From an optimization exercise on the open Yosys and OpenROAD flow, aimed at small area, a short achievable clock period and few clock cycles; shortcuts taken in it are not production practice. Only simulation tests tie the RTL to the original design; equivalence was not proved. No activity file was given, so power comes from the tool's default toggle rates.

$ cat flow/config.mk
export PLATFORM = sky130hd
export DESIGN_NAME = syncchan
export DESIGN_NICKNAME = syncchan
export VERILOG_FILES = /design/flow/design.v
export SDC_FILE = /design/flow/constraint.sdc
export NUM_CORES = 4
export LEC_CHECK = 0
export CAP_MARGIN = 20
export CORE_MARGIN = 2
export CORE_UTILIZATION = 40
export SETUP_SLACK_MARGIN = 5
export SLEW_MARGIN = 20
$ cat flow/design.v
module syncchan (
    input             clk,
    input             rst,           
    input      [8:0]  prog_len,      
    input      [63:0] sprite,        
    output     [7:0]  prog_addr,
    input      [15:0] prog_data,
    input             rel_valid,     
    input      [7:0]  rel_data,
    output reg        held,          
    output reg        tx_valid,      
    output reg [7:0]  tx_data,
    output reg        io_rd,
    output reg        io_wr,
    output     [15:0] io_addr,
    output     [7:0]  io_wdata,
    input      [7:0]  io_rdata,
    output reg        draw_valid,
    output reg [1:0]  draw_op,       
    output reg [8:0]  draw_x,
    output reg [7:0]  draw_y,
    output            done,
    output            fault,
    output     [1:0]  fault_cause,   
    output     [15:0] fault_info     
);
    localparam [7:0]  PX_RESET = 8'd128, PY_RESET = 8'd96, WPOS_RESET = 8'd0;
    localparam [7:0] OP_WAIT = 8'h01, OP_EMITC = 8'h02, OP_EMITHI = 8'h03, OP_EMITH = 8'h04,
                     OP_KSAMP = 8'h05, OP_JSAMP = 8'h06, OP_MSAMP = 8'h07, OP_PSTEP = 8'h08,
                     OP_RENDER = 8'h09, OP_PBTN = 8'h0A, OP_PSCR = 8'h0B, OP_JMP = 8'h0C;
    localparam [1:0] S_FETCH = 2'd0, S_EXEC = 2'd1, S_DONE = 2'd2, S_FAULT = 2'd3;
    localparam [1:0] F_ILLEGAL = 2'd1, F_UNWRITTEN = 2'd2, F_BADTARGET = 2'd3;
    reg [1:0]  state;
    reg [8:0]  na;           
    reg [15:0] ir;           
    reg        ir_fault;     
    reg [1:0]  ir_fcause;
    reg        ir_wait;      
    reg        ir_jmp;       
    reg        ir_prep;      
    reg [2:0]  step;
    reg        rel;          
    reg [7:0]  jw_tag;
    reg        jw_v;
    reg [7:0]  io_hi;        
    reg        io_kb, io_joy;    
    reg [1:0]  io_wd;        
    reg        rpass;        
    reg [2:0]  rj;           
    reg [7:0]  rem;          
    reg        ax;           
    reg        rrun;         
    reg [3:0]  nj1;          
    reg [4:0] kf [0:7];      
    reg [7:0] joy;
    reg [7:0] mx, my, mb, pmx, pmy, pmb;
    reg [7:0] ppx, ppy, pwpos;
    reg       kf_v, joy_v, m_v, pm_v, pp_v;
    reg [7:0] px, py, wpos;
    reg [3:0] sdx, sdy;
    reg       sfar;
    wire [3:0] op  = ir[11:8];
    wire [7:0] arg = ir[7:0];
    wire exec = (state == S_EXEC);
    wire run  = exec && !ir_fault;
    wire is_wait   = (op == 4'h1);
    wire is_emitc  = (op == 4'h2);
    wire is_emithi = (op == 4'h3);
    wire is_emith  = (op == 4'h4);
    wire is_ksamp  = (op == 4'h5);
    wire is_jsamp  = (op == 4'h6);
    wire is_msamp  = (op == 4'h7);
    wire is_pstep  = (op == 4'h8);
    wire is_render = (op == 4'h9);
    wire is_pbtn   = (op == 4'hA);
    wire is_pscr   = (op == 4'hB);
    function [7:0] hexchar(input [3:0] n);
        case (n)
            4'hA: hexchar = 8'h41;
            4'hB: hexchar = 8'h42;
            4'hC: hexchar = 8'h43;
            4'hD: hexchar = 8'h44;
            4'hE: hexchar = 8'h45;
            4'hF: hexchar = 8'h46;
            default: hexchar = {4'h3, n};
        endcase
    endfunction
    wire [7:0] dx = mx - pmx;
    wire [7:0] dy = my - pmy;
    wire [3:0] dwn = mb[7:4] - pmb[7:4];
    wire [7:0] dw = {{4{dwn[3]}}, dwn};
    reg [7:0] xr;
    always @(*) begin
        case (arg[4:0])
            5'h00, 5'h01, 5'h02, 5'h03, 5'h04, 5'h05, 5'h06, 5'h07:
                   xr = {3'b111, kf[arg[2:0]]};
            5'h08: xr = joy;
            5'h09: xr = mx;
            5'h0A: xr = my;
            5'h0B: xr = mb;
            5'h0C: xr = pmx;
            5'h0D: xr = pmy;
            5'h0E: xr = pmb;
            5'h0F: xr = dx;
            5'h10: xr = dy;
            5'h11: xr = dw;
            5'h12: xr = px;
            5'h13: xr = py;
            5'h14: xr = ppx;
            5'h15: xr = ppy;
            5'h16: xr = wpos;
            5'h17: xr = pwpos;
            default: xr = 8'h00;
        endcase
    end
    wire [8:0] x1 = {1'b0, px} + {dx[7], dx};
    wire signed [9:0] y1 = $signed({2'b00, py}) + $signed({{2{dy[7]}}, dy});
    wire signed [9:0] w1 = $signed({2'b00, wpos}) + $signed({{6{dwn[3]}}, dwn});
    wire [7:0] px_next = x1[7:0];
    wire       y_hi = (y1 > 10'sd191);
    wire       y_lo = (y1 < 10'sd0);
    wire [7:0] py_next = y_hi ? 8'd1 : y_lo ? 8'd192 : y1[7:0];
    wire [7:0] wpos_next = (w1 < 10'sd0)   ? 8'd0 :
                           (w1 > 10'sd191) ? 8'd191 : w1[7:0];
    wire dx_small = (dx[7:3] == 5'b00000) || (dx[7:3] == 5'b11111 && dx[2:0] != 3'd0);
    wire dy_small = (dy[7:3] == 5'b00000) || (dy[7:3] == 5'b11111 && dy[2:0] != 3'd0);
    wire x_wrap = x1[8];
    wire [3:0] sdx_next = 4'd0 - dx[3:0];
    wire [3:0] sdy_next = 4'd0 - dy[3:0];
    wire       sfar_next = !dx_small || !dy_small || x_wrap || y_hi || y_lo;
    wire go = rel | (rel_valid & (rel_data != 8'h00));
    assign prog_addr = na[7:0];
    assign done  = (state == S_DONE);
    assign fault = (state == S_FAULT);
    assign fault_cause = ir_fcause;
    assign fault_info  = ir;
    assign io_addr  = {io_hi, ~io_joy, ~io_joy, io_kb, 3'b111, ~io_wr, ~io_kb};
    assign io_wdata = {6'd0, io_wd};
    reg [7:0] fname;
    always @(*) begin
        case (op)
            4'h4: begin
                case (arg[4:0])
                    5'h0F: fname = m_v ? 8'h0C : 8'h09;
                    5'h10: fname = m_v ? 8'h0D : 8'h0A;
                    5'h11: fname = m_v ? 8'h0E : 8'h0B;
                    default: fname = arg;
                endcase
            end
            4'h8:    fname = m_v ? 8'h0C : 8'h09;
            4'h9:    fname = 8'h14;
            4'hA:    fname = 8'h0B;
            4'hB:    fname = 8'h17;
            default: fname = arg;
        endcase
    end
    wire [2:0] c0;                    
    wire [7:0] rem_rest;
    wire       rlast_row = (rem_rest == 8'h00);
    reg cmd_last;
    always @(*) begin
        if (ir_wait)
            cmd_last = go;
        else case (op)
            4'h3, 4'h4:    cmd_last = step[0] && !ir_prep;
            4'h5:          cmd_last = (step == 3'd7);
            4'h7:          cmd_last = (step == 3'd5);
            4'h9:          cmd_last = ax;
            default:       cmd_last = 1'b1;
        endcase
    end
    wire wr_kf   = run && is_ksamp;
    wire wr_joy  = run && is_jsamp;
    wire ms      = run && is_msamp;
    wire wr_pm   = ms && step == 3'd0;
    wire wr_mx   = ms && step == 3'd1;
    wire wr_my   = ms && step == 3'd3;
    wire wr_mb   = ms && step == 3'd5;
    wire wr_ps   = run && is_pstep;
    wire kf_vn  = kf_v  || (wr_kf && step == 3'd7);
    wire joy_vn = joy_v || wr_joy;
    wire m_vn   = m_v   || wr_mb;
    wire pm_vn  = wr_pm ? m_v : pm_v;
    wire pp_vn  = pp_v  || wr_ps;
    wire [7:0] fop  = prog_data[15:8];
    wire [7:0] farg = prog_data[7:0];
    reg       f_illegal, f_unw;
    always @(*) begin
        f_illegal = 1'b0; f_unw = 1'b0;
        case (fop)
            OP_WAIT, OP_KSAMP, OP_JSAMP, OP_MSAMP:
                f_illegal = (farg != 8'h00);
            OP_EMITC, OP_EMITHI, OP_JMP: ;
            OP_EMITH: begin
                f_illegal = (farg > 8'h17);
                case (farg[4:0])
                    5'h00, 5'h01, 5'h02, 5'h03, 5'h04, 5'h05, 5'h06, 5'h07: f_unw = !kf_vn;
                    5'h08: f_unw = !joy_vn;
                    5'h09, 5'h0A, 5'h0B: f_unw = !m_vn;
                    5'h0C, 5'h0D, 5'h0E: f_unw = !pm_vn;
                    5'h0F, 5'h10, 5'h11: f_unw = !m_vn || !pm_vn;
                    5'h14, 5'h15, 5'h17: f_unw = !pp_vn;
                    default: ;
                endcase
            end
            OP_PSTEP: begin
                f_illegal = (farg != 8'h00); f_unw = !m_vn || !pm_vn;
            end
            OP_RENDER: begin f_illegal = (farg != 8'h00); f_unw = !pp_vn; end
            OP_PSCR:   begin f_illegal = (farg != 8'h00); f_unw = !pp_vn; end
            OP_PBTN:   begin f_illegal = (farg > 8'h03);  f_unw = !m_vn; end
            default: f_illegal = 1'b1;
        endcase
    end
    wire f_badtgt = (fop == OP_JMP) && ({1'b0, farg} >= prog_len);
    wire [7:0] joy_f   = wr_joy ? io_rdata : joy;
    wire [3:0] fast_hi = farg[3] ? joy_f[7:4] : {3'b111, kf[farg[2:0]][4]};
    wire       f_slow  = (farg[4:0] > 5'h08) || (wr_kf && farg[4:0] == 5'h07);
    wire [7:0] f_tx    = (fop == OP_EMITC)  ? farg :
                         (fop == OP_EMITHI) ? hexchar(farg[7:4]) : hexchar(fast_hi);
    wire [3:0] esdx = sdx;
    wire [3:0] esdy = sdy;
    wire       efar = sfar;
    wire       in_render = rrun;
    wire       lp = in_render && (rpass ^ (rj == 3'd7));
    wire [2:0] lj = in_render ? rj + 3'd1 : 3'd0;
    function [7:0] srow(input [2:0] j);    
        integer c;
        for (c = 0; c < 8; c = c + 1)
            srow[c] = sprite[{j, 3'd7 - c[2:0]}];
    endfunction
    wire [7:0] arow = srow(lj);
    wire [3:0] nj4 = in_render ? nj1 : esdy;     
    wire [7:0] nrow = srow(nj4[2:0]);
    wire [15:0] nrow_ext = esdx[3] ? {nrow, 8'h00} : {8'h00, nrow};
    wire [15:0] nsh_w = nrow_ext >> esdx[2:0];
    wire [7:0]  nsh = (efar || nj4[3]) ? 8'h00 : nsh_w[7:0];
    wire [7:0]  lmask = lp ? arow : (arow & ~nsh);
    reg [2:0] c0r;
    integer k;
    always @(*) begin
        c0r = 3'd0;
        for (k = 7; k >= 0; k = k - 1)
            if (rem[k]) c0r = k[2:0];
    end
    assign c0 = c0r;
    assign rem_rest = rem & ~(8'd1 << c0);
    wire [7:0] rax = rpass ? px : ppx;
    wire [7:0] ray = rpass ? py : ppy;
    wire fetch = (state == S_FETCH) || (run && cmd_last);
    wire at_end = (na == prog_len);
    wire fetch_go = fetch && !at_end;
    wire rfetch = fetch_go && (prog_data == 16'h0900);    
    wire fuse = jw_v && (fop == OP_JMP) && (farg == jw_tag);
    wire more = run && !cmd_last;             
    wire rel_n = (run && ir_wait && go) ? 1'b0 : rel_valid ? (rel_data != 8'h00) : rel;
    wire [7:0] mb_n    = wr_mb ? io_rdata : mb;
    wire [7:0] pwpos_n = wr_ps ? wpos : pwpos;
    wire [7:0] wpos_n  = wr_ps ? wpos_next : wpos;
    always @(posedge clk) begin
        if (rst) begin
            state <= S_FETCH;
            na    <= 9'd0;
            rel   <= 1'b0;
            jw_v  <= 1'b0;
            rrun  <= 1'b0;
            tx_valid <= 1'b0; io_rd <= 1'b0; io_wr <= 1'b0; draw_valid <= 1'b0; held <= 1'b0;
            kf_v <= 1'b0; joy_v <= 1'b0; m_v <= 1'b0; pm_v <= 1'b0; pp_v <= 1'b0;
            px <= PX_RESET; py <= PY_RESET; wpos <= WPOS_RESET;
        end else begin
            if (run && ir_wait && go)
                rel <= 1'b0;                         
            else if (rel_valid)
                rel <= (rel_data != 8'h00);
            if (exec && ir_fault)
                state <= S_FAULT;
            else if (fetch) begin
                if (at_end)
                    state <= S_DONE;
                else
                    state <= S_EXEC;
                na    <= fuse ? {1'b0, farg} + 9'd1 :
                         (fop == OP_JMP) ? {1'b0, farg} : na + 9'd1;
            end
            if (fetch && exec && ir_jmp)
                jw_v <= (prog_data == 16'h0100);
            if (fetch)
                rrun <= rfetch && !f_unw;
            if (exec && ir_fault && ir_fcause != F_ILLEGAL)
                ir <= {8'h00, fname};
            kf_v <= kf_vn; joy_v <= joy_vn; m_v <= m_vn; pm_v <= pm_vn; pp_v <= pp_vn;
            if (wr_ps) begin
                px <= px_next; py <= py_next; wpos <= wpos_next;
            end
        end
        if (wr_kf) kf[step] <= io_rdata[4:0];
        if (wr_joy) joy <= io_rdata;
        if (wr_pm) begin pmx <= mx; pmy <= my; pmb <= mb; end
        if (wr_mx) mx <= io_rdata;
        if (wr_my) my <= ~io_rdata;
        if (wr_mb) mb <= io_rdata;
        if (wr_ps) begin
            ppx <= px; ppy <= py; pwpos <= wpos;
        end
        if (run && ir_prep)
            ir_prep <= 1'b0;
        tx_data <= hexchar(ir_prep ? xr[7:4] : is_emithi ? arg[3:0] : xr[3:0]);
        if (run && !ir_prep)
            step <= step + 3'd1;
        if (fetch) begin
            rpass <= 1'b0; rj <= 3'd0; rem <= lmask; nj1 <= esdy + 4'd1;
            ax <= 1'b0;
        end else if (in_render && !ax) begin
            if (rlast_row) begin
                if (rpass && rj == 3'd7)
                    ax <= 1'b1;
                else begin
                    rpass <= lp; rj <= lj; rem <= lmask; nj1 <= nj4 + 4'd1;
                end
            end else
                rem <= rem_rest;
        end
        if (fetch && exec && ir_jmp)
            jw_tag <= arg;
        if (fetch && fop == OP_PSTEP) begin
            sdx <= sdx_next; sdy <= sdy_next; sfar <= sfar_next;
        end
        if (fetch) begin
            ir        <= prog_data;
            step      <= 3'd0;
            ir_fault  <= f_illegal || f_unw || f_badtgt;
            ir_fcause <= f_illegal ? F_ILLEGAL : f_badtgt ? F_BADTARGET : F_UNWRITTEN;
            ir_wait   <= fuse || (prog_data == 16'h0100);
            ir_jmp    <= !fuse && (fop == OP_JMP);
            ir_prep   <= (fop == OP_EMITH) && f_slow;
            tx_data   <= f_tx;
        end
        if (fetch) begin
            draw_op <= {1'b1, fop[0]};
            draw_x  <= (fop[0] == 1'b0) ? {7'd0, farg[1:0]} : {1'b0, pwpos_n};
            draw_y  <= (fop[0] == 1'b0) ? {7'd0, mb_n[farg[1:0]]} : wpos_n;
            io_hi   <= (fop == OP_KSAMP) ? 8'hFE : 8'h00;
            io_kb   <= (fop == OP_KSAMP);
            io_joy  <= (fop == OP_JSAMP);
            io_wd   <= (fop == OP_MSAMP) ? 2'd1 : 2'd0;
        end else begin
            draw_op <= {1'b0, rpass};
            draw_x  <= {1'b0, rax} + {6'd0, c0};
            draw_y  <= ray + {5'd0, rj};
            io_hi   <= {io_hi[6:0], io_hi[7]};
            io_wd   <= (is_msamp && step[0]) ? {1'b1, step[1]} : 2'd0;
        end
        if (!rst) begin
            if (fetch) begin
                tx_valid   <= !at_end && (fop == OP_EMITC || fop == OP_EMITHI ||
                              (fop == OP_EMITH && farg[7:5] == 3'd0 && !f_slow && !f_unw));
                io_rd      <= !at_end && (fop == OP_KSAMP || fop == OP_JSAMP) && farg == 8'h00;
                io_wr      <= !at_end && fop == OP_MSAMP && farg == 8'h00;
                draw_valid <= !at_end && ((fop == OP_PBTN && farg[7:2] == 6'd0 && m_vn) ||
                                          (fop == OP_PSCR && farg == 8'h00 && pp_vn));
                held       <= !at_end && (prog_data == 16'h0100 || fuse) && !rel_n;
            end else begin
                tx_valid   <= more && (is_emithi || is_emith);
                io_rd      <= more && (is_ksamp || (is_msamp && !step[0]));
                io_wr      <= more && is_msamp && step[0];
                draw_valid <= more && is_render && (rem != 8'h00);
                held       <= more && ir_wait;
            end
        end
    end
endmodule
$ cat flow/standard.sh
#!/bin/bash
# synth_recipe.tcl (not shown) runs the flow's synth.tcl, then flattens the netlist and writes it again
# the make line also repeats each setting of config.mk as NAME=value (left out here)
make -C /OpenROAD-flow-scripts/flow DESIGN_CONFIG=/design/flow/config.mk WORK_HOME=/design/flow/orfs CLKGATE_MAP_FILE= SYNTH_SCRIPT=/design/flow/synth_recipe.tcl "${@:-finish}"
$ cat flow/constraint.sdc
create_clock -name core_clock -period 10.0 [get_ports {clk}]
set_input_delay 2.0000 -clock core_clock [delete_from_list [all_inputs] [get_ports {clk}]]
set_output_delay 2.0000 -clock core_clock [all_outputs]
set_load 0.01 [all_outputs]
$ cat flow/flow/run.sh
#!/bin/bash
set -euo pipefail
sed 's/SETUP_SLACK_MARGIN=5/SETUP_SLACK_MARGIN=6/' standard.sh > standard_m.sh
bash standard_m.sh > standard.log 2>&1
==> out/results.ini, run 1 <==
[outcome]
status = no timing/DRC/antenna violations

[critical_path]
end_kind = output port
timing.rr.start = my[0]$_DFFE_PP_
path_buf_inv = 1
crit_family = flip-flops
critPathArrivalTime_ns = 1.97
cp.depth = 1
worstPathRequired_ns = 8.00
startpoint = ir[1]$_DFFE_PP_
critPathMaxStageDelay_ns = 0.72
regToRegEndpoint = sfar$_DFFE_PP_
criticalPathCategory = reg2out
crit_chain = clkdlybuf4s50_1
worst_setup_path_start_kind = flop
endpoint = fault_info[1]
r2r_setup_slack_ns = 6.06
path_max_fanout = 10
cp_slowest_cell = edfxtp_1
rr_worst_depth = 15

[final_layout]
mostFrequentLayoutCell = clkdlybuf4s50_1
antenna_cells = 0
stdcell_area_um2 = 21200
fin_util_pct = 50.4
register_area_um2 = 6960
drive_gt1_share_pct = 12.2
nFillCells = 3829
mostFrequentLayoutCells = clkdlybuf4s50_1, edfxtp_1, nor2_1
multiInputGateArea_um2 = 9680
nNetsFinal = 2142
area_growth_pct = 24.2

[logic_synthesis]
synth_edf_count = 157
synth-async-reset-ratio_pct = 0
syn_inst = 1776
ys_seq_elements = 269
synthesis.area_um2 = 17100
synthesis.area_per_instance_um2 = 9.60
dominantRegCellSynth = edfxtp_1
synth_cell_types = 99
ys.warnings.count = 1
yosysSeqAreaShare_pct = 40.8

[clock_network]
cts_tree = built
root_buffer = clkbuf_16
cts_inserted_buffers = 31
clk_latency_ns = 0.60
htree_num_levels = 1
cts_hold_buf = 0
cts_buffer_depth = 3
cts_sinks = 269
clk_pin_slew_worst_paths_ns = 0.07

[power]
vdd_ir_drop_max_mv = 0.138
power.leakage_uw = 0.00808
power_density_nw_per_um2 = 145

[grt]
grt_pass1_wl_um = 89500
antenna_found_initial = 0
grt_max_degree = 40
grt_pass1_vias = 14300
track_usage_pct = 26.5
grt_overflow = 0

[sta]
finalCriticalPeriod_ns = 3.97
setup_viol = 0
timing.hold.ws_ns = 0.453
final_hold_viol_count = 0
finClkSkew_ns = 0.0351
slew_violations = 0
rsz0062_at_grt = yes
worstMarginPinSlew_ns = 1.10
relSlewSlack_pct = 25.7
max_freq_mhz = 252
setup_tns_ns = 0
post-route-period-util_pct = 39.7

[job]
max_cap_violations = 0

[floorplanning]
die_x_um = 210
fp.coreArea_um2 = 42000
start_util_pct = 40.6
pin_count = 192
die_y_um = 210
die_area_um2 = 44300
row_count = 75

[hold_path]
min_path_type = reg2reg

[detailed_routing]
drc = 0
wl_per_cell_um = 24.2
viasPerCell = 6.04
num_vias = 15179
drt_iter0_drc = 1788
firstDrtPassIters = 5
drt_wl_total_um = 60800
antenna_left = 0

[placement]
dp_hpwl_um = 43500
io_buffers = 182
gp_congestion = 0.981
dpl_cell_area_um2 = 19300

==> routing by layer <==
metal  global-route usage, %  vias to the layer above  routed length (um)
met5                       0                        -                   0
met4                    8.04                        0                2100
met3                    4.66                      142                5200
met2                    40.9                      776               26900
met1                    38.0                     7342               26600
li1                        -                     6919                   -
==> Yosys cell counts (all sizes together) (8+ instances only) <==
cell,n,share of area (%)
fa,8,0.94
and3,21,0.77
o21ai,102,3.0
nor4,14,0.64
o211ai,11,0.48
edfxtp,157,28
clkbuf,52,1.1
xor2,36,1.8
mux4,21,2.8
nand2b,33,1.2
a22oi,15,0.66
a31oi,18,0.66
a21o,22,0.97
nand4,24,0.88
o21bai,8,0.35
nor3b,14,0.67
xnor2,36,1.8
nand2,143,3.1
inv,95,2.1
nor2b,26,0.95
or3,9,0.33
o22ai,13,0.48
dfxtp,112,13
mux2i,98,5.8
a21oi,106,3.1
nor3,52,1.6
mux2,21,1.4
buf,55,2.0
ha,75,5.5
nor2,149,3.3
a32oi,20,1.0
nand3,42,1.2
a211oi,16,0.76
nand3b,14,0.62
and2,21,0.77
==> report_power, final <==
group	switching [uW]	total [uW]	leakage [uW]	internal (uW)
registers	67.4	1290	0.00235	1230
clock network	488	1140	0.000487	648
logic	348	637	0.00524	289
==> metrics by stage <==
step / power (uW) / std cells / setup slack (ns)
6_report: 3070 / 2515 / 6.03
5_1_grt: 3170 / 2515 / 5.95
4_1_cts: 3060 / 2499 / 5.95
3_5_place_dp: 1860 / 2416 / 4.74
3_3_place_gp: 1860 / 2416 / 4.76
2_1_floorplan: 1610 / 1783 / 5.93
==> timing repair <==
item,4_1_cts,5_1_grt
endpoints found under the setup margin,100,56
pin swaps,13,14
buffers inserted,18,15
cloned,7,1
resized for setup,54,65
==> registers in the layout, indices dropped and copies added (netlist names), 9 cells and up, named ones only <==
register and flops:
ir 16, draw_x 9, kf 40, na 9
==> worst min-delay path by stage <==
stage / start / endpoint / slack [ns] / cells after the start
6_report: io_hi[5]$_DFF_P_ / io_hi[6]$_DFF_P_ / 0.45 / 1
5_1_grt: my[0]$_DFFE_PP_ / pmy[0]$_DFFE_PP_ / 0.47 / 0
4_1_cts: mx[0]$_DFFE_PP_ / pmx[0]$_DFFE_PP_ / 0.45 / 0
3_5_place_dp: mx[0]$_DFFE_PP_ / pmx[0]$_DFFE_PP_ / 0.44 / 0
3_3_place_gp: mb[3]$_DFF_P_ / pmb[3]$_DFFE_PP_ / 0.44 / 0
2_1_floorplan: mb[0]$_DFF_P_ / pmb[0]$_DFFE_PP_ / 0.42 / 0
==> kinds of logic after synthesis <==
family / Yosys count / synth area share (%)
simple gates: 586 / 17.4
compound gates: 420 / 16.3
buf+inv: 202 / 5.22
other cells: 2 / 0.0440
xor+xnor: 72 / 3.70
fa+ha+maj: 85 / 6.56
flops: 269 / 40.8
mux: 140 / 10.0
==> area by class of cell <==
type                       instances  area share (%)
clock inverter                    25            1.07
inverter                          95            1.82
multi-input combinational       1312            45.7
tap                              539            3.18
timing repair inverter             2          0.0827
sequential                       269            32.8
timing repair buffer             240            11.6
clock buffer                      33            3.70
Testbench counts, summed over its fixed seeds: cycles 11,506.
==> inputs of run 2 (changes only) <==
--- a/flow/design.v
+++ b/flow/design.v
@@ -42,9 +42,7 @@
     reg        rel;          
     reg [7:0]  jw_tag;
     reg        jw_v;
-    reg [7:0]  io_hi;        
     reg        io_kb, io_joy;    
-    reg [1:0]  io_wd;        
     reg        rpass;        
     reg [2:0]  rj;           
     reg [7:0]  rem;          
@@ -134,8 +132,9 @@
     assign fault = (state == S_FAULT);
     assign fault_cause = ir_fcause;
     assign fault_info  = ir;
-    assign io_addr  = {io_hi, ~io_joy, ~io_joy, io_kb, 3'b111, ~io_wr, ~io_kb};
-    assign io_wdata = {6'd0, io_wd};
+    assign io_addr  = {io_kb ? ~(8'd1 << step) : 8'h00,
+                       ~io_joy, ~io_joy, io_kb, 3'b111, ~io_wr, ~io_kb};
+    assign io_wdata = {6'd0, io_wr && (step[2] || step[1]), io_wr && !step[1]};
     reg [7:0] fname;
     always @(*) begin
         case (op)
@@ -339,16 +338,12 @@
             draw_op <= {1'b1, fop[0]};
             draw_x  <= (fop[0] == 1'b0) ? {7'd0, farg[1:0]} : {1'b0, pwpos_n};
             draw_y  <= (fop[0] == 1'b0) ? {7'd0, mb_n[farg[1:0]]} : wpos_n;
-            io_hi   <= (fop == OP_KSAMP) ? 8'hFE : 8'h00;
             io_kb   <= (fop == OP_KSAMP);
             io_joy  <= (fop == OP_JSAMP);
-            io_wd   <= (fop == OP_MSAMP) ? 2'd1 : 2'd0;
         end else begin
             draw_op <= {1'b0, rpass};
             draw_x  <= {1'b0, rax} + {6'd0, c0};
             draw_y  <= ray + {5'd0, rj};
-            io_hi   <= {io_hi[6:0], io_hi[7]};
-            io_wd   <= (is_msamp && step[0]) ? {1'b1, step[1]} : 2'd0;
         end
         if (!rst) begin
             if (fetch) begin
==> run 2 against run 1 <==
Effect of this change:
- still clean on timing, DRC and antenna
- via count shrank 2.3%
- sequential share of layout area shrank 0.69 points
- design area shrank 0.57%
- die area shrank 0.91%
- utilization shrank 0.064 points
- power shrank 3.8%
- global-route usage shrank 0.97 points
- critical path type is now in2reg
- highest routed layer unchanged
==> out/results.ini, run 2 <==
[detailed_routing]
drt_wl_total_um = 57900
antenna_left = 0
wl_per_cell_um = 23.0
viasPerCell = 5.90
drc = 0
firstDrtPassIters = 6
drt_iter0_drc = 1316
num_vias = 14834

[sta]
worstMarginPinSlew_ns = 1.05
relSlewSlack_pct = 28.4
timing.hold.ws_ns = 0.473
max_freq_mhz = 252
setup_tns_ns = 0
finClkSkew_ns = 0.0232
slew_violations = 0
setup_viol = 0
finalCriticalPeriod_ns = 3.97
final_hold_viol_count = 0
rsz0062_at_grt = yes
post-route-period-util_pct = 39.7

[final_layout]
largest_reg_flops = 40
mostFrequentLayoutCells = edfxtp_1, clkdlybuf4s50_1, nand2_1
fin_cells = 2514
area_growth_pct = 24.7
regMostFlops = kf
nNetsFinal = 2143
drive_gt1_share_pct = 14.7
reg_top3 = kf x40, ir x16
fin_util_pct = 50.3
antenna_cells = 0

[power]
vdd_ir_drop_max_mv = 0.130
power.leakage_uw = 0.00799
power_density_nw_per_um2 = 140

[grt]
track_usage_pct = 25.6
grt_pass1_vias = 14109
grt_overflow = 0
grt_pass1_wl_um = 86500
antenna_found_initial = 0
grt_max_degree = 46

[logic_synthesis]
synthTopCellsByArea = edfxtp_1, dfxtp_1, ha_1
synth_largest_area_cell = edfxtp_1
synth_edf_count = 157
synth_top_area_share_pct = 27.9
synthesis.area_per_instance_um2 = 9.61
yosysSeqAreaShare_pct = 40.0
ys.warnings.count = 1
synth-async-reset-ratio_pct = 0
dominantRegCellSynth = edfxtp_1
synth_cell_types = 99
ys_top_cells_by_count = edfxtp_1, nand2_1, nor2_1, a21oi_1, inv_1
ys_seq_elements = 259
syn_inst = 1758
synth.most_common_cell = edfxtp_1
synthesis.area_um2 = 16900

[floorplanning]
die_y_um = 210
fp.coreArea_um2 = 41900
row_count = 75
die_x_um = 210
start_util_pct = 40.4
pin_count = 192
die_area_um2 = 43900

[clock_network]
cts_tree = built
clk_pin_slew_worst_paths_ns = 0.06
cts_inserted_buffers = 30
cts_buffer_depth = 3
root_buffer = clkbuf_16
cts_sinks = 259
clk_latency_ns = 0.58
htree_num_levels = 1

[hold_path]
min_path_type = reg2reg
whs_path_depth = 0
hold_path_end = pmb[0]$_DFFE_PP_
hold_start = mb[0]$_DFF_P_

[critical_path]
path_buf_inv = 5
path_max_fanout = 25
regToRegEndpoint = draw_y[5]$_DFF_P_
crit_family = simple AND/OR/NAND/NOR gates
crit_chain = dlygate4sd2_1 > or4_4 > o21ai_4 > nand2_1 > mux2_4 > a21oi_4 > buf_12 > inv_16 > buf_16 > nor2_4 > inv_4 > mux2_1
worst_setup_path_start_kind = input port
rr_worst_depth = 15
worstPathRequired_ns = 10.46
critPathMaxStageDelay_ns = 0.54
end_kind = flop
criticalPathCategory = in2reg
critPathArrivalTime_ns = 4.44
cp_slowest_cell = or4_4
r2r_setup_slack_ns = 6.10

[placement]
place_inst = 2400
dp_hpwl_um = 41100
gp_congestion = 0.933
io_buffers = 182

[outcome]
status = no timing/DRC/antenna violations

[job]
max_cap_violations = 0

==> run 2: area by class of cell <==
type / count / area (um2)
clock buffer: 46 / 892
clock inverter: 10 / 65.1
fill: 3843 / 20800
inverter: 108 / 424
multi-input combinational: 1290 / 9680
sequential: 259 / 6770
tap: 539 / 674
timing repair buffer: 261 / 2550
timing repair inverter: 1 / 8.76
==> run 2: worst register-to-register path: cells and delay by family (launching register included) <==
kind	cells	cell delay [ns]
buf+inv	3	0.27
fa+ha+maj	3	1.18
compound gates	7	1.62
simple gates	2	0.27
flops	1	0.47
==> run 2: worst max-delay path by stage <==
| stage | to | slack (ns) | depth (start not counted) | from |
|---|---|---|---|---|
| after floorplan | nj1[2]$_DFFE_PP_ | 5.64 | 13 | rel_data[1] |
| after global placement | flop | 4.31 | 12 | rel_data[1] |
| after detailed placement | flop | 4.24 | 12 | rel_data[0] |
| after CTS | fault_info[8] | 6.00 | 1 | ir[8]$_SDFFCE_PP0P_ |
| after global routing | draw_y[5]$_DFF_P_ | 5.95 | 15 | flop |
| final | flop | 6.03 | 12 | rel_data[5] |
==> run 2: through the flow <==
stage               power [uW]  worst slack (ns)  instance area, um2
floorplan                 1580              5.64               17000
global placement          1830              4.31               19100
detailed placement        1840              4.24               19100
CTS                       2950              6.00               20700
global route              3060              5.95               21100
finish                    2950              6.03               21100
==> run 2: per-layer routing <==
layer  GRT usage [%]  up-vias  wire, um
li1                -     6878         -
met1            36.6     7217     26000
met2            39.7      624     25600
met3            3.89      115      4300
met4            8.29        0      1960
met5               0        -         0
==> run 2: where the power goes <==
part	internal (uW)	switching [uW]
registers	1190	63.5
logic	289	351
clock network	614	447
total	2090	861
==> run 2: cells by family (layout without fill, tap and decap cells) <==
family                   count (synthesis)  in the layout  share of synthesized area [%]
XOR/XNOR                                71             71                           3.68
AND/OR/NAND/NOR                        576            576                           17.2
other                                    2              9                         0.0444
flip-flops                             259            259                           40.0
AO/OA/AOI/OAI                          424            424                           16.8
multiplexers                           125            125                           10.1
adder cells (fa/ha/maj)                 85             85                           6.63
buffers and inverters                  216            426                           5.57
==> run 2: repair_timing <==
item,4_1_cts,5_1_grt
hold buffers,0,0
gates resized for setup,79,74
pin swaps,17,23
endpoints found under the setup margin,144,37
setup buffers,38,16
gates cloned,4,0
Testbench counts of run 2, summed over its fixed seeds: cycles 11,506.
==> inputs of run 3 (changes only) <==
==> flow/flow/run.sh (replaced) <==
#!/bin/bash
set -euo pipefail
sed 's/SETUP_SLACK_MARGIN=5/SETUP_SLACK_MARGIN=6 "BUFFER_PORTS_ARGS=-buffer_cell sky130_fd_sc_hd__buf_1"/' standard.sh > standard_m.sh
bash standard_m.sh > standard.log 2>&1
==> run 3 against run 2 <==
Effect of this change:
- utilization shrank 3.2 points
- routed wire length fell by 1.5%
- non-clock buffer count shrank 24
- register-to-register slack barely moved
- combinational power is 14% lower
- design area down 6.4%
- worst hold slack better by 0.0092 ns
- critical path depth down 3
- via count decreased by 0.22%
- count of clock-buffer cells in the layout shrank 6
==> out/results.ini, run 3 <==
[critical_path]
end_kind = flop
r2r_setup_slack_ns = 6.11
criticalPathCategory = in2reg
worst_setup_path_start_kind = input port
critPathArrivalTime_ns = 4.08
path_max_fanout = 8
worstPathRequired_ns = 10.15

[clock_network]
cts_buffer_depth = 3
cts_hold_buf = 0
clk_pin_slew_worst_paths_ns = 0.06
cts_inserted_buffers = 29
clk_latency_ns = 0.57
cts_tree = built
htree_num_levels = 1
root_buffer = clkbuf_16
cts_sinks = 259

[logic_synthesis]
synth_top_area_share_pct = 27.9
synthTopCellsByArea = edfxtp_1, dfxtp_1, ha_1
yosysSeqAreaShare_pct = 40.0
ys_top_cells_by_count = edfxtp_1, nand2_1, nor2_1, a21oi_1, inv_1
synth_cell_types = 99
synthesis.area_um2 = 16900
synth-async-reset-ratio_pct = 0
syn_inst = 1758
dominantRegCellSynth = edfxtp_1
ys.warnings.count = 1
synth_largest_area_cell = edfxtp_1
synth_edf_count = 157
ys_seq_elements = 259
synthesis.area_per_instance_um2 = 9.61
synth.most_common_cell = edfxtp_1

[floorplanning]
row_count = 75
pin_count = 192
die_x_um = 210
die_y_um = 210
die_area_um2 = 43900
start_util_pct = 40.4
fp.coreArea_um2 = 41900

[grt]
grt_pass1_wl_um = 84500
grt_overflow = 0
antenna_found_initial = 0
track_usage_pct = 24.9
grt_pass1_vias = 13938
grt_max_degree = 49

[final_layout]
mostFrequentLayoutCells = buf_1, edfxtp_1, nand2_1
reg_top3 = kf x40, ir x16
area_growth_pct = 16.7
nFillCells = 3996
mostFrequentLayoutCell = buf_1
regMostFlops = kf
antenna_cells = 0
fin_util_pct = 47.1
largest_reg_flops = 40
nNetsFinal = 2118
drive_gt1_share_pct = 12.7

[sta]
post-route-period-util_pct = 39.3
final_hold_viol_count = 0
finClkSkew_ns = 0.0115
setup_viol = 0
slew_violations = 0
max_freq_mhz = 255
rsz0062_at_grt = no
setup_tns_ns = 0
worstMarginPinSlew_ns = 1.08
fin_ws_ns = 6.07
finalCriticalPeriod_ns = 3.93
relSlewSlack_pct = 28.1

[detailed_routing]
wl_met3_um = 4420
route.top_layer_used = met4
firstDrtPassIters = 5
drc = 0
num_vias = 14802
wl_per_cell_um = 22.9
met2_length_um = 25300
drt_wl_total_um = 57000
wl_met1_um = 25800
viasPerCell = 5.95
antenna_left = 0
drt_iter0_drc = 1468

[placement]
dp_worst_setup_slack_ns = 4.58
dp_hpwl_um = 40800
io_buffers = 182
gp_congestion = 0.959

[power]
power.leakage_uw = 0.00737
vdd_ir_drop_max_mv = 0.146
power_density_nw_per_um2 = 149

[outcome]
status = no timing/DRC/antenna violations

[job]
max_cap_violations = 0

[hold_path]
min_path_type = reg2reg

[run 3: repair_timing]
action / 4_1_cts / 5_1_grt
hold endpoints to repair: 0 / 0
endpoints found under the setup margin: 112 / 49
resized for setup: 31 / 52
pin swaps: 6 / 14
setup buffers: 14 / 13
gates cloned: 2 / 4
[run 3: routing by layer]
| layer | GRT usage (%) | up-vias |
|---|---|---|
| met1 | 36.2 | 7225 |
| met3 | 3.53 | 87 |
| met5 | 0 | - |
| li1 | - | 6843 |
| met2 | 38.8 | 647 |
| met4 | 7.04 | 0 |
[run 3: critical path, stage by stage]
cell	delay, ns
buf_1	0.07
or4_1	0.53
o21ai_2	0.18
nand2_1	0.09
mux2_4	0.30
a21oi_4	0.19
buf_12	0.17
buf_4	0.15
nand2_1	0.41
[run 3: layout make-up]
class	count	area (um2)	share of cell area, %
multi-input cells	1291	9600	48.7
flip-flops and latches	259	6760	34.3
repair buffers	237	1260	6.37
clock buffers	40	882	4.47
well taps	539	674	3.42
inverters	108	420	2.13
clock inverters	14	136	0.691
[run 3: kinds of logic (layout without fill, tap and decap cells)]
kind of cell             count (synthesis)  after routing  synth area share, %
AO/OA/AOI/OAI                          424            424                 16.8
adder cells (fa/ha/maj)                 85             85                 6.63
AND/OR/NAND/NOR                        576            576                 17.2
multiplexers                           125            126                 10.1
XOR/XNOR                                71             71                 3.68
other                                    2              9               0.0444
buffers and inverters                  216            399                 5.57
flip-flops                             259            259                 40.0
[run 3: where the power goes]
part / leakage, uW / switching [uW] / internal [uW] / total (uW)
clock network: 0.000504 / 455 / 671 / 1130
logic: 0.00458 / 342 / 210 / 552
registers: 0.00229 / 65.7 / 1190 / 1250
total: 0.00737 / 863 / 2070 / 2930
[run 3: path summary, 6_finish.rpt]
| path | depth (start not counted) | end | start |
|---|---|---|---|
| min reg2reg | 2 | pwpos[0]$_DFF_P_ | pwpos[0]$_DFF_P_ |
| max reg2reg | 16 | sfar$_DFFE_PP_ | my[0]$_DFFE_PP_ |
| max | 9 | ir[8]$_SDFFCE_PP0P_ | rel_data[5] |
| min | 2 | pwpos[0]$_DFF_P_ | pwpos[0]$_DFF_P_ |
[run 3: stage by stage]
step / instance area, um2 / hold slack [ns] / power (uW) / std cells
after detailed placement: 18000 / 0.466 / 1770 / 2401
after floorplan: 17000 / 0.424 / 1580 / 1765
final: 19700 / 0.482 / 2930 / 2488
after global routing: 19700 / 0.512 / 3030 / 2488
after global placement: 18000 / 0.454 / 1760 / 2401
after CTS: 19300 / 0.480 / 2910 / 2471
==> inputs of run 4 (changes only) <==
--- a/flow/config.mk
+++ b/flow/config.mk
@@ -8,5 +8,6 @@
 export CAP_MARGIN = 20
 export CORE_MARGIN = 2
 export CORE_UTILIZATION = 40
+export CTS_BUF_LIST = sky130_fd_sc_hd__clkbuf_8
 export SETUP_SLACK_MARGIN = 5
 export SLEW_MARGIN = 20
==> run 4 against run 3 <==
Effect of this change:
- still clean
- maximum frequency down 2.2%
- count of clock-buffer cells in the layout up 16
- sequential cell count unchanged
- synthesized cell count unchanged
- power down 1.0%
- clock skew up 0.020 ns
- final cell count up 1.0%
- worst hold slack worse by 0.0012 ns
- largest power group unchanged
- highest routed layer unchanged
==> out/results.ini, run 4 <==
[sta]
setup_viol = 0
relSlewSlack_pct = 29.3
worstMarginPinSlew_ns = 1.04
final_hold_viol_count = 0
post-route-period-util_pct = 40.2
rsz0062_at_grt = yes
finalCriticalPeriod_ns = 4.02
finClkSkew_ns = 0.0319
slew_violations = 0
setup_tns_ns = 0
max_freq_mhz = 249

[floorplanning]
die_area_um2 = 43900
fp.coreArea_um2 = 41900
die_x_um = 210
pin_count = 192
start_util_pct = 40.4
die_y_um = 210
row_count = 75

[logic_synthesis]
dominantRegCellSynth = edfxtp_1
synthesis.area_um2 = 16900
synth_edf_count = 157
ys_seq_elements = 259
ys_top_cells_by_count = edfxtp_1, nand2_1, nor2_1, a21oi_1, inv_1
synth-async-reset-ratio_pct = 0
synth_cell_types = 99
synthTopCellsByArea = edfxtp_1, dfxtp_1, ha_1
yosysSeqAreaShare_pct = 40.0
ys.warnings.count = 1
synth.most_common_cell = edfxtp_1
synthesis.area_per_instance_um2 = 9.61
synth_largest_area_cell = edfxtp_1
synth_top_area_share_pct = 27.9
syn_inst = 1758

[detailed_routing]
viasPerCell = 5.93
antenna_left = 0
drt_iter0_drc = 1615
drt_wl_total_um = 56900
num_vias = 14918
drc = 0
firstDrtPassIters = 5
wl_per_cell_um = 22.6

[placement]
dp_hpwl_um = 40800
io_buffers = 182
place_inst = 2401
gp_congestion = 0.959

[clock_network]
clk_pin_slew_worst_paths_ns = 0.06
cts_buffer_depth = 3
root_buffer = clkbuf_8
clk_latency_ns = 0.58
cts_sinks = 259
cts_inserted_buffers = 46
htree_num_levels = 2
cts_tree = built

[final_layout]
regMostFlops = kf
register_area_um2 = 6760
nNetsFinal = 2129
drive_gt1_share_pct = 13.2
area_growth_pct = 16.0
nFillCells = 4032
reg_top3 = kf x40, ir x16
mostFrequentLayoutCells = buf_1, edfxtp_1, nand2_1
largest_reg_flops = 40
fin_cells = 2514
multiInputGateArea_um2 = 9550
mostFrequentLayoutCell = buf_1

[critical_path]
timing.rr.start = my[1]$_DFFE_PP_
end_kind = flop
worst_setup_path_start_kind = input port
criticalPathCategory = in2reg
worstPathRequired_ns = 10.47
path_max_fanout = 38
critPathArrivalTime_ns = 4.49
startpoint = rel_data[1]

[grt]
antenna_found_initial = 1
grt_pass1_vias = 13996
grt_pass1_wl_um = 83500
grt_max_degree = 49
grt_overflow = 0
track_usage_pct = 24.6

[outcome]
status = no timing/DRC/antenna violations

[hold_path]
min_path_type = reg2reg
hold_start = pwpos[0]$_DFF_P_

[job]
max_cap_violations = 0

[power]
power_density_nw_per_um2 = 148
power.leakage_uw = 0.00739
vdd_ir_drop_max_mv = 0.111

[run 4: cell counts after synthesis]
No cell type changed its count.
[run 4: power breakdown]
group          internal [uW]  total, uW  switching, uW
logic                    195        532            337
clock network            662       1120            455
registers               1190       1250           66.1
[run 4: stage by stage]
step	worst slack (ns)	power [uW]	cell area [um2]	hold WS, ns	utilization (%)
floorplan	5.64	1580	17000	0.424	-
global placement	4.63	1760	18000	0.454	43.0
detailed placement	4.58	1770	18000	0.466	43.0
CTS	5.82	2890	19200	0.480	46.0
global route	5.92	3000	19600	0.506	46.8
finish	5.98	2900	19600	0.481	46.8
[run 4: cell families after synthesis]
group	count (synthesis)	synth area share [%]
and+or+nand+nor	576	17.2
AOI/OAI and AO/OA	424	16.8
DFF	259	40.0
buffers and inverters	216	5.57
muxes	125	10.1
adders and majority gates	85	6.63
xor gates and xnor gates	71	3.68
other	2	0.0444
[run 4: what timing repair did]
action | in CTS | in global routing
setup endpoints to repair | 112 | 66
pin swaps | 5 | 12
cloned | 0 | 4
buffers inserted | 12 | 11
resized for setup | 28 | 51
hold buffers | 0 | 0
[run 4: worst max-delay path: stages]
cell	delay (ns)
buf_1	0.07
or4_4	0.53
o21ai_2	0.18
nand2_1	0.09
mux2_4	0.31
a21oi_4	0.21
buf_12	0.19
inv_8	0.12
buf_16	0.20
nor2_4	0.14
inv_4	0.09
mux2_1	0.31
[run 4: per-layer routing]
metal  GRT usage, %  share of wire, %  up-vias
met5              0                 0        -
met4           7.34               2.5        0
met3           3.23               7.9       92
met2           38.4                45      674
met1           35.8                45     7286
li1               -                 -     6866
[run 4: cell type report]
| cell class | count | area share (%) |
|---|---|---|
| Clock buffer | 56 | 3.93 |
| Multi-Input combinational cell | 1291 | 48.7 |
| Tap cell | 539 | 3.44 |
| Inverter | 108 | 2.12 |
| Antenna cell | 1 | 0.0128 |
| Clock inverter | 29 | 1.41 |
| Sequential cell | 259 | 34.5 |
| Timing Repair Buffer | 231 | 5.88 |
[run 4: final timing paths]
check	end	slack [ns]	cells past startpoint
max	flop	5.98	12
min	pwpos[0]$_DFF_P_	0.48	2
max reg2reg	sfar$_DFFE_PP_	6.13	14
min reg2reg	pwpos[0]$_DFF_P_	0.48	2
==> inputs of run 5 (changes only) <==
--- a/flow/config.mk
+++ b/flow/config.mk
@@ -5,9 +5,9 @@
 export SDC_FILE = /design/flow/constraint.sdc
 export NUM_CORES = 4
 export LEC_CHECK = 0
+export ABC_AREA = 1
 export CAP_MARGIN = 20
 export CORE_MARGIN = 2
 export CORE_UTILIZATION = 40
-export CTS_BUF_LIST = sky130_fd_sc_hd__clkbuf_8
 export SETUP_SLACK_MARGIN = 5
 export SLEW_MARGIN = 20
==> run 5 against run 4 <==
Effect of this change:
- highest routed layer unchanged
- die area rose by 2.1%
- count of clock-buffer cells in the layout decreased by 16
- via count rose by 9.6%
- largest power group unchanged
- critical path type is now reg2out
- sequential power is 5% higher
- first-iteration DRC count shrank 22%
==> out/results.ini, run 5 <==
[grt]
grt_overflow = 0
grt_max_degree = 58
antenna_found_initial = 0
grt_pass1_wl_um = 87000
grt_pass1_vias = 15495
track_usage_pct = 25.0

[sta]
finalCriticalPeriod_ns = 3.89
max_freq_mhz = 257
rsz0062_at_grt = yes
setup_viol = 0
timing.hold.ws_ns = 0.454
final_hold_viol_count = 0
post-route-period-util_pct = 38.9
finClkSkew_ns = 0.0162
setup_tns_ns = 0
relSlewSlack_pct = 28.4
worstMarginPinSlew_ns = 1.07
slew_violations = 0

[logic_synthesis]
synth_cell_types = 62
synthesis.area_um2 = 17300
synth_edf_count = 157
synth_top_area_share_pct = 27.3
synth.most_common_cell = nand2_1
ys_top_cells_by_count = nand2_1, inv_1, nor2_1, nand3_1, edfxtp_1
syn_inst = 2329
ys.warnings.count = 1
synthesis.area_per_instance_um2 = 7.41
yosysSeqAreaShare_pct = 39.1
synthTopCellsByArea = edfxtp_1, nand2_1, dfxtp_1
ys_seq_elements = 259
synth_largest_area_cell = edfxtp_1
synth-async-reset-ratio_pct = 0
dominantRegCellSynth = edfxtp_1

[placement]
io_buffers = 182
gp_congestion = 0.918
place_inst = 3024
dp_hpwl_um = 43800
dpl_cell_area_um2 = 18300

[final_layout]
regMostFlops = kf
reg_top3 = kf x40, ir x16
antenna_cells = 0
mostFrequentLayoutCell = nand2_1
nNetsFinal = 2664
largest_reg_flops = 40
fin_cells = 3079
stdcell_area_um2 = 19300
drive_gt1_share_pct = 5.89
mostFrequentLayoutCells = nand2_1, inv_1, nor2_1
area_growth_pct = 11.8

[clock_network]
root_buffer = clkbuf_16
cts_inserted_buffers = 29
cts_tree = built
clk_pin_slew_worst_paths_ns = 0.07
cts_hold_buf = 0
clk_latency_ns = 0.57
htree_num_levels = 1
cts_sinks = 259
cts_buffer_depth = 3

[floorplanning]
pin_count = 192
row_count = 76
fp.coreArea_um2 = 42900
die_area_um2 = 44800
start_util_pct = 40.3
die_x_um = 212
die_y_um = 212

[hold_path]
min_path_type = reg2reg

[critical_path]
critPathArrivalTime_ns = 1.89
worst_setup_path_start_kind = flop
criticalPathCategory = reg2out
path_max_fanout = 10
crit_family = flip-flops
crit_chain = inv_2 > ha_1 > nor2_1 > buf_1
cp_slowest_cell = dfxtp_1
worstPathRequired_ns = 8.00
critPathMaxStageDelay_ns = 0.58
end_kind = output port
path_buf_inv = 2

[power]
vdd_ir_drop_max_mv = 0.130
power.leakage_uw = 0.00828
finalPower_uw = 3060
power_density_nw_per_um2 = 158

[detailed_routing]
drt_wl_total_um = 56900
wl_per_cell_um = 18.5
antenna_left = 0
firstDrtPassIters = 6
num_vias = 16355
drt_iter0_drc = 1258
drc = 0
viasPerCell = 5.31

[job]
max_cap_violations = 0

[outcome]
status = no timing/DRC/antenna violations

[run 5: cell types whose count changed in the layout (fill, tap and decap cells not counted), sizes merged, moves of 23 or more]
cell,previous run,this run
nand2,144,636
inv,121,283
nand3,63,201
nor2,133,224
mux2i,68,4
o21ai,107,164
mux4,32,0
buf,223,192
nor2b,31,0
mux2,26,0
nand4,18,42
clkbuf,64,41
[run 5: report_power, final]
group | internal (uW) | total [uW] | switching, uW
clock | 613 | 1060 | 444
sequential | 1220 | 1310 | 88.9
combinational | 207 | 690 | 483
total | 2040 | 3060 | 1020
[run 5: what timing repair did]
action,in CTS,in global routing
setup buffers,1,1
gates resized for setup,5,10
pin swaps,1,2
setup endpoints to repair,42,26
[run 5: logic make-up after synthesis]
group / after synthesis / share of synthesized area [%]
AND/OR/NAND/NOR: 1180 / 29.9
buffers and inverters: 376 / 9.08
AO/OA/AOI/OAI: 361 / 11.9
flip-flops: 259 / 39.1
adder cells (fa/ha/maj): 84 / 6.43
XOR/XNOR: 63 / 3.20
multiplexers: 4 / 0.232
other: 2 / 0.0435
[run 5: worst paths after layout]
kind                   startpoint           endpoint  slack (ns)  depth (start not counted)
min               mx[0]$_DFFE_PP_   pmx[0]$_DFFE_PP_        0.45                          0
max reg2reg                  flop  draw_y[0]$_DFF_P_        6.26                         18
max          step[2]$_SDFFE_PN0P_        io_addr[11]        6.11                          4
min reg2reg       mx[0]$_DFFE_PP_   pmx[0]$_DFFE_PP_        0.45                          0
[run 5: final cells by class]
type,count,area [um2]
multi-input cells,1701,9020
clock inverters,13,120
fillers,4381,23600
flip-flops and latches,259,6760
repair buffers,193,767
well taps,585,732
clock buffers,40,807
inverters,288,1100
[run 5: stage by stage]
step | setup WS, ns | utilization [%]
2_1_floorplan | 6.27 | -
3_3_place_gp | 5.19 | 42.7
3_5_place_dp | 5.06 | 42.7
4_1_cts | 6.05 | 44.9
5_1_grt | 5.98 | 45.0
6_report | 6.11 | 45.0
[run 5: per-layer routing]
| layer | wire [um] | vias up | track usage, % |
|---|---|---|---|
| li1 | - | 7998 | - |
| met1 | 25500 | 7677 | 34.4 |
| met2 | 25600 | 579 | 40.6 |
| met3 | 3970 | 101 | 3.31 |
| met4 | 1940 | 0 | 8.23 |
| met5 | 0 | - | 0 |
[run 5: worst reg2reg max path: cells and delay by family, from the launching register on]
kind,cells,cell delay [ns]
AO/OA/AOI/OAI,4,0.81
XOR/XNOR,1,0.46
adder cells (fa/ha/maj),3,0.91
buffers and inverters,2,0.16
flip-flops,1,0.39
AND/OR/NAND/NOR,8,0.90
==> inputs of run 6 (changes only) <==
--- a/flow/config.mk
+++ b/flow/config.mk
@@ -8,6 +8,6 @@
 export ABC_AREA = 1
 export CAP_MARGIN = 20
 export CORE_MARGIN = 2
-export CORE_UTILIZATION = 40
+export CORE_UTILIZATION = 55
 export SETUP_SLACK_MARGIN = 5
 export SLEW_MARGIN = 20
==> run 6 against run 5 <==
Effect of this change:
- final cell count down 6.0%
- critical path type is now reg2reg
- still clean
- count of clock-buffer cells in the layout down 1
- sequential power about the same
- maximum frequency up 0.46%
==> out/results.ini, run 6 <==
[detailed_routing]
antenna_left = 0
drc = 0
num_vias = 16449
viasPerCell = 5.69
drt_wl_total_um = 53800
firstDrtPassIters = 5
wl_per_cell_um = 18.6
drt_iter0_drc = 1676

[critical_path]
path_max_fanout = 4
critPathArrivalTime_ns = 4.11
worstPathRequired_ns = 10.24
timing.rr.start = my[0]$_DFFE_PP_
end_kind = flop
criticalPathCategory = reg2reg
startpoint = my[0]$_DFFE_PP_
worst_setup_path_start_kind = flop

[power]
vdd_ir_drop_max_mv = 0.175
power_switching_uw = 1050
clkPwrFrac_pct = 37.3
power_density_nw_per_um2 = 165
power.leakage_uw = 0.00836
pwr-share-comb_pct = 21.5
intPower_uw = 2120
p_seq_share_pct = 41.2
switching_share_pct = 33.1

[placement]
dp_worst_setup_slack_ns = 5.19
dp_hpwl_um = 40600
io_buffers = 182
dpl_cell_area_um2 = 18000
gp_congestion = 1.00

[grt]
gr-usage-met2_pct = 52.5
grt_overflow = 0
grt_pass1_vias = 15344
track_usage_pct = 32.1
grt_max_degree = 58
gr-max-usage-layer = met2
use_met1_pct = 45.5
grt_pass1_wl_um = 83600
antenna_found_initial = 0
grt_util_met3_pct = 3.33

[logic_synthesis]
synth-async-reset-ratio_pct = 0
synth.most_common_cell = nand2_1
synthesis.area_per_instance_um2 = 7.41
synth_edf_count = 157
synthTopCellsByArea = edfxtp_1, nand2_1, dfxtp_1
syn_inst = 2329
synth_cell_types = 62
ys_top_cells_by_count = nand2_1, inv_1, nor2_1, nand3_1, edfxtp_1
ys.warnings.count = 1
synth_top_area_share_pct = 27.3
dominantRegCellSynth = edfxtp_1
synthesis.area_um2 = 17300
ys_seq_elements = 259
yosysSeqAreaShare_pct = 39.1
synth_largest_area_cell = edfxtp_1

[clock_network]
root_buffer = clkbuf_16
cts_inserted_buffers = 30
cts_buffer_depth = 3
cts_hold_buf = 0
cts_sinks = 259
cts_tree = built
htree_num_levels = 1
clk_latency_ns = 0.60
clk_pin_slew_worst_paths_ns = 0.06

[final_layout]
multiInputGateArea_um2 = 9020
nNetsFinal = 2665
antenna_cells = 0
drive_gt1_share_pct = 6.29
stdcell_area_um2 = 19200
reg_top3 = kf x40, ir x16
register_area_um2 = 6760
nFillCells = 2872
regMostFlops = kf
area_growth_pct = 11.2
mostFrequentLayoutCell = nand2_1
mostFrequentLayoutCells = nand2_1, inv_1, nor2_1
largest_reg_flops = 40

[sta]
setup_tns_ns = 0
finClkSkew_ns = 0.0341
relSlewSlack_pct = 27.8
setup_viol = 0
slew_violations = 0
final_hold_viol_count = 0
fin_ws_ns = 6.13
finalCriticalPeriod_ns = 3.87
worstMarginPinSlew_ns = 1.08
rsz0062_at_grt = no
post-route-period-util_pct = 38.7
max_freq_mhz = 258

[hold_path]
min_path_type = reg2reg
hold_start = joy_v$_SDFF_PP0_

[job]
max_cap_violations = 0

[outcome]
status = no timing/DRC/antenna violations

[floorplanning]
start_util_pct = 56.2
die_y_um = 181
die_area_um2 = 32800
pin_count = 192
row_count = 64
fp.coreArea_um2 = 30700
die_x_um = 181

[run 6: cell counts after synthesis]
Identical to the previous run, type by type.
[run 6: power groups by stage]
stage,registers [uW],clock network [uW],logic (uW)
2_1_floorplan,1300,0,466
3_3_place_gp,1320,0,655
3_5_place_dp,1320,0,665
4_1_cts,1300,1190,670
5_1_grt,1310,1230,757
6_report,1300,1180,679
[run 6: critical path, stage by stage, from the launching register on]
cell and delay (ns):
edfxtp_1 0.43, inv_1 0.11, ha_1 0.18, inv_1 0.09, fa_2 0.39, nand4_1 0.13, nand4_1 0.14, and2_1 0.24
ha_1 0.35, nand2_1 0.12, inv_1 0.04, nand4_1 0.08, o211ai_1 0.15, a21oi_2 0.25, xor2_2 0.25, inv_1 0.16
nor2_4 0.18, nand4_1 0.25
[run 6: cells by family (layout without fill, tap and decap cells)]
kind of cell    count (synthesis)  count (layout)  synth area share [%]
fa+ha+maj                      84              84                  6.43
flops                         259             259                  39.1
mux                             4               4                 0.232
simple gates                 1180            1180                  29.9
compound gates                361             361                  11.9
buf+inv                       376             537                  9.08
other cells                     2               9                0.0435
xor+xnor                       63              63                  3.20
[run 6: final cells by class]
type	instances	area share, %
clock inverters	17	1.21
multi-input cells	1701	47.0
clock buffers	39	4.29
repair buffers	193	4.04
inverters	288	5.71
well taps	396	2.58
flip-flops and latches	259	35.2
[run 6: what timing repair did]
item / 4_1_cts / 5_1_grt
gates cloned: 0 / 0
resized for setup: 6 / 14
hold endpoints to repair: 0 / 0
setup buffers: 0 / 3
setup endpoints to repair: 42 / 64
pin swaps: 0 / 4
[run 6: path summary, 6_finish.rpt]
| path | endpoint | slack [ns] | cells after the start |
|---|---|---|---|
| worst max register to register | sfar$_DFFE_PP_ | 6.13 | 17 |
| worst max-delay path | sfar$_DFFE_PP_ | 6.13 | 17 |
| worst min-delay path | joy_v$_SDFF_PP0_ | 0.46 | 2 |
| worst min register to register | joy_v$_SDFF_PP0_ | 0.46 | 2 |
[run 6: layer usage]
metal	share of wire, %	wire length, um
met4	2.8	1530
met1	44	23900
met2	46	24600
met3	7.0	3760
met5	0	0
[run 6: metrics by stage]
| step | utilization (%) | std cells | hold WS [ns] | power (uW) |
|---|---|---|---|---|
| 4_1_cts | 62.2 | 2889 | 0.462 | 3160 |
| 5_1_grt | 62.5 | 2893 | 0.492 | 3290 |
| 3_3_place_gp | 58.7 | 2833 | 0.437 | 1980 |
| 3_5_place_dp | 58.7 | 2833 | 0.448 | 1990 |
| 6_report | 62.5 | 2893 | 0.459 | 3160 |
| 2_1_floorplan | - | 2336 | 0.426 | 1770 |
==> inputs of run 7 (changes only) <==
--- a/flow/config.mk
+++ b/flow/config.mk
@@ -6,8 +6,10 @@
 export NUM_CORES = 4
 export LEC_CHECK = 0
 export ABC_AREA = 1
-export CAP_MARGIN = 20
+export CAP_MARGIN = 5
 export CORE_MARGIN = 2
-export CORE_UTILIZATION = 55
+export CORE_UTILIZATION = 40
+export CTS_CLUSTER_DIAMETER = 100
+export CTS_CLUSTER_SIZE = 20
 export SETUP_SLACK_MARGIN = 5
-export SLEW_MARGIN = 20
+export SLEW_MARGIN = 5
==> run 7 against run 6 <==
Effect of this change:
- still clean on timing, DRC and antenna
- clock power down about 40%
- design area is 1.7% lower
- sequential cell count is the same
- synthesized cell count unchanged
- utilization fell by 18 points
- non-clock buffer count did not move
- register-to-register slack better by 0.14 ns
- count of clock-buffer cells in the layout decreased by 13
- combinational power up 1%
- final cell count grew 5.6%
- largest power group unchanged
==> out/results.ini, run 7 <==
[power]
clkPwrFrac_pct = 26.2
switching_share_pct = 35.3
power_density_nw_per_um2 = 143
p_seq_share_pct = 48.3
pwr-share-comb_pct = 25.5
finalPower_uw = 2700
vdd_ir_drop_max_mv = 0.156
power.leakage_uw = 0.00807
power_switching_uw = 955
intPower_uw = 1750

[floorplanning]
die_x_um = 212
die_y_um = 212
die_area_um2 = 44800
row_count = 76
start_util_pct = 40.3
pin_count = 192
fp.coreArea_um2 = 42900

[critical_path]
startpoint = step[1]$_SDFFE_PN0P_
end_kind = output port
crit_family = flip-flops
cp_slowest_cell = dfxtp_1
regToRegEndpoint = rem[0]$_DFFE_PP_
worstPathRequired_ns = 8.00
worst_setup_path_start_kind = flop
path_max_fanout = 8
critPathArrivalTime_ns = 1.87
crit_chain = inv_1 > ha_1 > a21oi_1 > buf_1
endpoint = io_addr[13]
critPathMaxStageDelay_ns = 0.52
cp.depth = 4
criticalPathCategory = reg2out
path_buf_inv = 2
r2r_setup_slack_ns = 6.27
rr_worst_depth = 9
timing.rr.start = rj[0]$_SDFFE_PN0P_

[sta]
slew_violations = 0
relSlewSlack_pct = 19.0
worstMarginPinSlew_ns = 1.21
finalCriticalPeriod_ns = 3.87
final_hold_viol_count = 0
max_freq_mhz = 259
rsz0062_at_grt = yes
setup_viol = 0
post-route-period-util_pct = 38.7
finClkSkew_ns = 0.0214
setup_tns_ns = 0

[final_layout]
antenna_cells = 0
drive_gt1_share_pct = 5.10
area_growth_pct = 9.29
nNetsFinal = 2652
mostFrequentLayoutCell = nand2_1
regMostFlops = kf
nFillCells = 4412
largest_reg_flops = 40
mostFrequentLayoutCells = nand2_1, inv_1, nor2_1
reg_top3 = kf x40, ir x16

[clock_network]
clk_pin_slew_worst_paths_ns = 0.09
htree_num_levels = 1
cts_inserted_buffers = 17
cts_sinks = 259
cts_buffer_depth = 3
root_buffer = clkbuf_16
cts_tree = built
clk_latency_ns = 0.52

[grt]
grt_pass1_wl_um = 86700
grt_pass1_vias = 15401
grt_overflow = 0
track_usage_pct = 24.8
grt_max_degree = 58
antenna_found_initial = 0

[detailed_routing]
viasPerCell = 5.33
drt_iter0_drc = 1326
wl_per_cell_um = 18.5
antenna_left = 0
num_vias = 16271
drt_wl_total_um = 56600
drc = 0
firstDrtPassIters = 5

[logic_synthesis]
synth_top_area_share_pct = 27.3
synth-async-reset-ratio_pct = 0
synth_edf_count = 157
synth_cell_types = 62
ys.warnings.count = 1
ys_seq_elements = 259
synthesis.area_um2 = 17300
dominantRegCellSynth = edfxtp_1
synth_largest_area_cell = edfxtp_1
synthesis.area_per_instance_um2 = 7.41
synthTopCellsByArea = edfxtp_1, nand2_1, dfxtp_1
syn_inst = 2329
ys_top_cells_by_count = nand2_1, inv_1, nor2_1, nand3_1, edfxtp_1
synth.most_common_cell = nand2_1
yosysSeqAreaShare_pct = 39.1

[placement]
gp_congestion = 0.918
dp_hpwl_um = 43800
io_buffers = 182

[hold_path]
min_path_type = reg2reg

[outcome]
status = no timing/DRC/antenna violations

[job]
max_cap_violations = 0

[run 7: area by class of cell]
type                    count  area, um2  share of cell area [%]
inverters                 288       1100                    5.83
repair buffers            193        767                    4.06
multi-input cells        1701       9030                    47.8
flip-flops and latches    259       6760                    35.8
clock inverters             2       27.5                   0.146
clock buffers              26        459                    2.43
well taps                 585        732                    3.88
[run 7: logic make-up (layout without fill, tap and decap cells)]
logic type	Yosys count	in the layout	synth area share, %
simple gates	1180	1180	29.9
buf+inv	376	509	9.08
compound gates	361	361	11.9
flops	259	259	39.1
fa+ha+maj	84	84	6.43
xor+xnor	63	63	3.20
mux	4	4	0.232
other cells	2	9	0.0435
[run 7: routing by layer]
metal	track usage (%)	routed length (um)	vias up
met5	0	0	-
met4	8.01	1810	0
met3	2.88	3690	98
met2	40.5	25500	604
met1	34.4	25600	7614
li1	-	-	7955
[run 7: power groups by stage]
| stage | Combinational (uW) | Sequential [uW] | Clock, uW |
|---|---|---|---|
| floorplan | 466 | 1300 | 0 |
| global placement | 668 | 1330 | 0 |
| detailed placement | 679 | 1330 | 0 |
| CTS | 683 | 1310 | 724 |
| global route | 767 | 1310 | 754 |
| finish | 689 | 1310 | 708 |
[run 7: how the worst min path moves through the flow]
stage / end / cells after the start / startpoint / slack, ns
2_1_floorplan: pmb[4]$_DFFE_PP_ / 0 / flop / 0.43
3_3_place_gp: pmx[0]$_DFFE_PP_ / 0 / mx[0]$_DFFE_PP_ / 0.43
3_5_place_dp: pmx[0]$_DFFE_PP_ / 0 / mx[0]$_DFFE_PP_ / 0.45
4_1_cts: pmx[0]$_DFFE_PP_ / 0 / mx[0]$_DFFE_PP_ / 0.47
5_1_grt: pmx[0]$_DFFE_PP_ / 0 / mx[0]$_DFFE_PP_ / 0.48
6_report: pmx[0]$_DFFE_PP_ / 0 / mx[0]$_DFFE_PP_ / 0.45
[run 7: timing repair]
action,CTS,global route
endpoints found under the setup margin,46,26
hold buffers,0,0
resized for setup,5,14
setup buffers,1,1
pin swaps,1,2
[run 7: metrics by stage]
stage	setup WS, ns	std cells	hold slack [ns]	cell area [um2]	utilization, %
floorplan	6.27	2336	0.426	17300	-
global placement	5.19	3024	0.433	18300	42.7
detailed placement	5.06	3024	0.447	18300	42.7
CTS	6.08	3053	0.465	18800	43.9
global route	5.97	3054	0.481	18900	44.0
finish	6.13	3054	0.453	18900	44.0

-- static timing again, ports no longer ideal --
How much do the figures lean on ideal ports? The routed layouts below were timed once more, with nothing changed but the port constraints.
Step 1, drivers: a clkbuf_16 drives clk and a buf_2 each remaining input, both assumed.
Step 2 moves the port delays by t, midway between the first and last clock arrival at a register: inputs arrive t later, outputs are due t later. That takes back most of the time a late clock gives input paths.
Slacks: ideal ports / drivers / drivers and shift; pairs: ideal ports / drivers.
run	t (ns)	setup WS [ns]	latest minus earliest clock arrival (ns)	worst register clock-pin slew, ns	cell pins on the clock port's net
run 1	0.633	6.033 / 5.979 / 5.470	0.035 / 0.035	0.07 / 0.07	1
run 2	0.625	6.026 / 6.038 / 5.434	0.024 / 0.023	0.07 / 0.07	1
run 3	0.615	6.072 / 6.085 / 5.488	0.013 / 0.013	0.07 / 0.07	1
run 4	0.621	5.982 / 6.012 / 5.391	0.032 / 0.032	0.07 / 0.07	1
run 5	0.615	6.110 / 6.058 / 5.581	0.017 / 0.017	0.07 / 0.07	1
run 6	0.633	6.128 / 6.078 / 5.546	0.034 / 0.035	0.07 / 0.07	1
run 7	0.565	6.134 / 6.082 / 5.675	0.022 / 0.022	0.10 / 0.10	1
After both steps every run listed still meets setup and hold. The setup slack of run 2, which loses most, moves by +0.012 ns with the drivers and by -0.592 ns with both steps.
